This is an optimization exercise on Yosys and OpenROAD, whose aim is small area, a short achievable clock period and few clock cycles, not a production implementation. The RTL was checked by simulation tests, not by an equivalence proof against the original design. Power is estimated from default activity; no workload was simulated.

==> flow/design.v (excerpt) <==
module upc_decoder (
    input  wire        clk,
    input  wire        rst,         
    input  wire [2:0]  cmd,
    output wire        done,        
    output wire        ok,          
    output reg  [2:0]  err,         
    output reg  [9:0]  len,         
    output wire [9:0]  bw,          
    output reg         rev,         
    output wire [9:0]  e_win,       
    output wire [9:0]  e_bw,        
    output wire [2:0]  gfail,       
    output reg  [1:0]  e_which,     
    output reg         e_side,      
    output reg  [6:0]  e_val,       
    output reg  [47:0] dig,         
    output reg  [7:0]  csum         
);
Size in the first run: roughly 2100 cells after synthesis, ~720 flip-flops, about 0.028 sq mm of cells after synthesis.
export LEC_CHECK = 0
export CAP_MARGIN = 20
export CORE_MARGIN = 2
export CORE_UTILIZATION = 65
export PLACE_DENSITY = 0.8
export SLEW_MARGIN = 20
create_clock -name core_clock -period 11.0 [get_ports {clk}]
standard.sh (not shown) runs the stock make flow with config.mk's settings and CLKGATE_MAP_FILE= SYNTH_SCRIPT=/design/flow/synth_recipe.tcl, a recipe that flattens the netlist after the stock synthesis.
==> flow/flow/run.sh <==
#!/bin/bash
# Standard layout (the standard.sh: the standard synthesis and ORFS flow),
# with the port buffers as buf_2 cells and repair_timing asked for more setup
# margin than the clock period needs. The constraints are the design's.
set -euo pipefail
bash standard.sh \
  "SETUP_SLACK_MARGIN=7.7" \
  "BUFFER_PORTS_ARGS=-buffer_cell sky130_fd_sc_hd__buf_2" \
  finish > make_finish.log 2>&1
The first run produced a clean layout.
Testbench counts at the start, summed over its fixed seeds: cycles 47,240.
Change:
==> flow/flow/run.sh (replaced) <==
#!/bin/bash
# Standard layout (the standard.sh: the standard synthesis and ORFS flow),
# with the port buffers as buf_2 cells, repair_timing asked for more setup
# margin than the clock period needs, and no dummy loads in the clock tree.
# The constraints are the design's.
set -euo pipefail
bash standard.sh \
  "SETUP_SLACK_MARGIN=7.7" \
  "BUFFER_PORTS_ARGS=-buffer_cell sky130_fd_sc_hd__buf_2" \
  "CTS_ARGS=-sink_clustering_enable -repair_clock_nets -dont_use_dummy_load" \
  finish > make_finish.log 2>&1
Result: Die area does not change. Flip-flop and latch count does not change. Combinational power barely changes. Non-clock buffer count stays the same. Core utilization goes down by 2.1 points. Critical path depth does not change. Worst hold slack got worse by 0.023 ns.
Change:
==> flow/flow/run.sh (replaced) <==
#!/bin/bash
# Standard layout (the standard.sh: the standard synthesis and ORFS flow),
# with the port buffers as buf_2 cells and repair_timing asked for more setup
# margin than the clock period needs. The constraints are the design's.
set -euo pipefail
bash standard.sh \
  "SETUP_SLACK_MARGIN=7.7" \
  "BUFFER_PORTS_ARGS=-buffer_cell sky130_fd_sc_hd__buf_2" \
  finish > make_finish.log 2>&1
Settings changed: CORE_UTILIZATION 65 to 40, PLACE_DENSITY 0.8 to unset.
- The changed run ran to the end with no violations
- die area went up by well over a third
- wire length fell by a little under a tenth
- non-clock buffer count shrinks by 6
- combinational power stays flat
- cell area rose by a few percent
- via count is lower by a few percent
- power came out higher by a little under a tenth
Change:
==> flow/flow/run.sh (replaced) <==
#!/bin/bash
# Standard layout (the standard.sh: the standard synthesis and ORFS flow),
# with the port buffers as buf_2 cells, repair_timing asked for more setup
# margin than the clock period needs, and no dummy loads in the clock tree.
# The constraints are the design's.
set -euo pipefail
bash standard.sh \
  "SETUP_SLACK_MARGIN=7.6" \
  "BUFFER_PORTS_ARGS=-buffer_cell sky130_fd_sc_hd__buf_2" \
  "CTS_ARGS=-sink_clustering_enable -repair_clock_nets -dont_use_dummy_load" \
  finish > make_finish.log 2>&1
Settings changed: CORE_UTILIZATION 40 to 65, PLACE_DENSITY set to 0.8.
Outcome: The new run passed the timing, design-rule and antenna checks; sequential cell count is unchanged; worst setup slack got worse by 0.027 ns; sequential share of layout area came out higher by 4.0 points; utilization came out higher by 25 points.
Change:
--- a/flow/flow/run.sh
+++ b/flow/flow/run.sh
@@ -6,5 +6,5 @@
 set -euo pipefail
 bash standard.sh \
-  "SETUP_SLACK_MARGIN=7.6" \
+  "SETUP_SLACK_MARGIN=7.5" \
   "BUFFER_PORTS_ARGS=-buffer_cell sky130_fd_sc_hd__buf_2" \
   "CTS_ARGS=-sink_clustering_enable -repair_clock_nets -dont_use_dummy_load" \
The new run completed with no timing, DRC or antenna violations. Die area stays the same. Worst setup slack is worse by 0.084 ns. Cell area goes down by 0.89%. Via count went down by 0.57%. Worst hold slack is about the same.

* * *

rev 12:
upc_decoder, a different RTL version from the one above (not shown whole).
Size: about 2100 cells after synthesis, roughly 730 flip-flops.
## upc_decoder
module upc_decoder (
    input  wire        clk,
    input  wire        rst,         
    input  wire [2:0]  cmd,
    output wire        done,        
    output wire        ok,          
    output reg  [2:0]  err,         
    output reg  [9:0]  len,         
    output wire [9:0]  bw,          
    output reg         rev,         
    output wire [9:0]  e_win,       
    output reg  [9:0]  e_bw,        
    output wire [2:0]  gfail,       
    output reg  [1:0]  e_which,     
    output reg         e_side,      
    output reg  [6:0]  e_val,       
    output reg  [47:0] dig,         
    output reg  [7:0]  csum         
);
==> flow/config.mk <==
export PLATFORM = sky130hd
export DESIGN_NAME = upc_decoder
export DESIGN_NICKNAME = upc_decoder
export VERILOG_FILES = /design/flow/design.v
export SDC_FILE = /design/flow/constraint.sdc
export NUM_CORES = 4
export LEC_CHECK = 0
export CAP_MARGIN = 20
export CORE_MARGIN = 2
export CORE_UTILIZATION = 40
export SLEW_MARGIN = 20
==> flow/constraint.sdc <==
create_clock -name core_clock -period 11.0 [get_ports {clk}]
set_input_delay 2.2000 -clock core_clock [delete_from_list [all_inputs] [get_ports {clk}]]
set_output_delay 2.2000 -clock core_clock [all_outputs]
set_load 0.01 [all_outputs]
==> flow/flow/run.sh <==
#!/bin/bash
# Standard layout (the standard.sh: the standard synthesis and ORFS flow),
# with the port buffers as buf_2 cells and repair_timing asked for more setup
# margin than the clock period needs. The constraints are the design's.
set -euo pipefail
bash standard.sh \
  "SETUP_SLACK_MARGIN=9" \
  "BUFFER_PORTS_ARGS=-buffer_cell sky130_fd_sc_hd__buf_2" \
  finish > make_finish.log 2>&1
Rev 12 | stages: all done | timing, DRC, antenna: all pass
Testbench counts of rev 12, summed over its fixed seeds: cycles 47,240.
Edits applied to the flow inputs when going from rev 12 to rev 13:
--- a/flow/flow/run.sh
+++ b/flow/flow/run.sh
@@ -5,5 +5,5 @@
 set -euo pipefail
 bash standard.sh \
-  "SETUP_SLACK_MARGIN=9" \
+  "SETUP_SLACK_MARGIN=7.5" \
   "BUFFER_PORTS_ARGS=-buffer_cell sky130_fd_sc_hd__buf_2" \
   finish > make_finish.log 2>&1
==> run notes <==
Rev 13 reached the final stage; the timing, design-rule and antenna checks on its layout passed.
Diff rev 12 -> rev 13: via count dropped 8.1%, slack of the critical path went down, synthesis-to-layout area growth fell by 18 points.
e_win[9] as the worst setup path endpoint was reported by rev 12, and len[7] by rev 13.
Rev 13: length of the first detailed-routing pass in iterations is 1 higher than what rev 12 reported.

## port drivers added, routing unchanged
In the flow no input, the clock included, has a driving cell. The finished layouts below were timed again as built, in two steps. Step 1: set_driving_cell puts a clkbuf_16 on clk and a buf_2 on each other input, an assumption about the parent block. Step 2 times the ports against the registers' clock, not the clock port: input delays grow and output delays shrink by t, the midpoint of the rising clock arrivals with the driver on. Three values: no drivers, after step 1, after step 2; two values: the first two.
run | t, ns | setup slack, ns | hold slack, ns | worst setup path at the end | latest minus earliest clock arrival (ns)
the first run of note 1 | 0.677 | 7.648 / 7.584 / 7.390 | 0.414 / 0.414 / 0.414 | input to register | 0.020 / 0.021
the second run of note 1 | 0.659 | 7.692 / 7.628 / 7.379 | 0.391 / 0.391 / 0.391 | input to register | 0.065 / 0.064
the third run of note 1 | 0.669 | 7.654 / 7.590 / 7.355 | 0.391 / 0.391 / 0.391 | input to register | 0.048 / 0.048
the fourth run of note 1 | 0.638 | 7.627 / 7.561 / 7.137 | 0.399 / 0.399 / 0.399 | input to register | 0.045 / 0.046
the fifth run of note 1 | 0.632 | 7.543 / 7.484 / 7.176 | 0.402 / 0.402 / 0.402 | input to register | 0.055 / 0.054
rev 12 | 0.688 | 7.567 / 7.500 / 7.497 | 0.411 / 0.411 / 0.411 | input to register | 0.029 / 0.029
rev 13 | 0.665 | 7.539 / 7.474 / 7.075 | 0.403 / 0.403 / 0.403 | input to register | 0.032 / 0.031
After both steps every run listed still meets setup and hold. The setup slack of the fourth run of note 1, which loses most, moves by -0.066 ns with the drivers and by -0.490 ns with both steps.
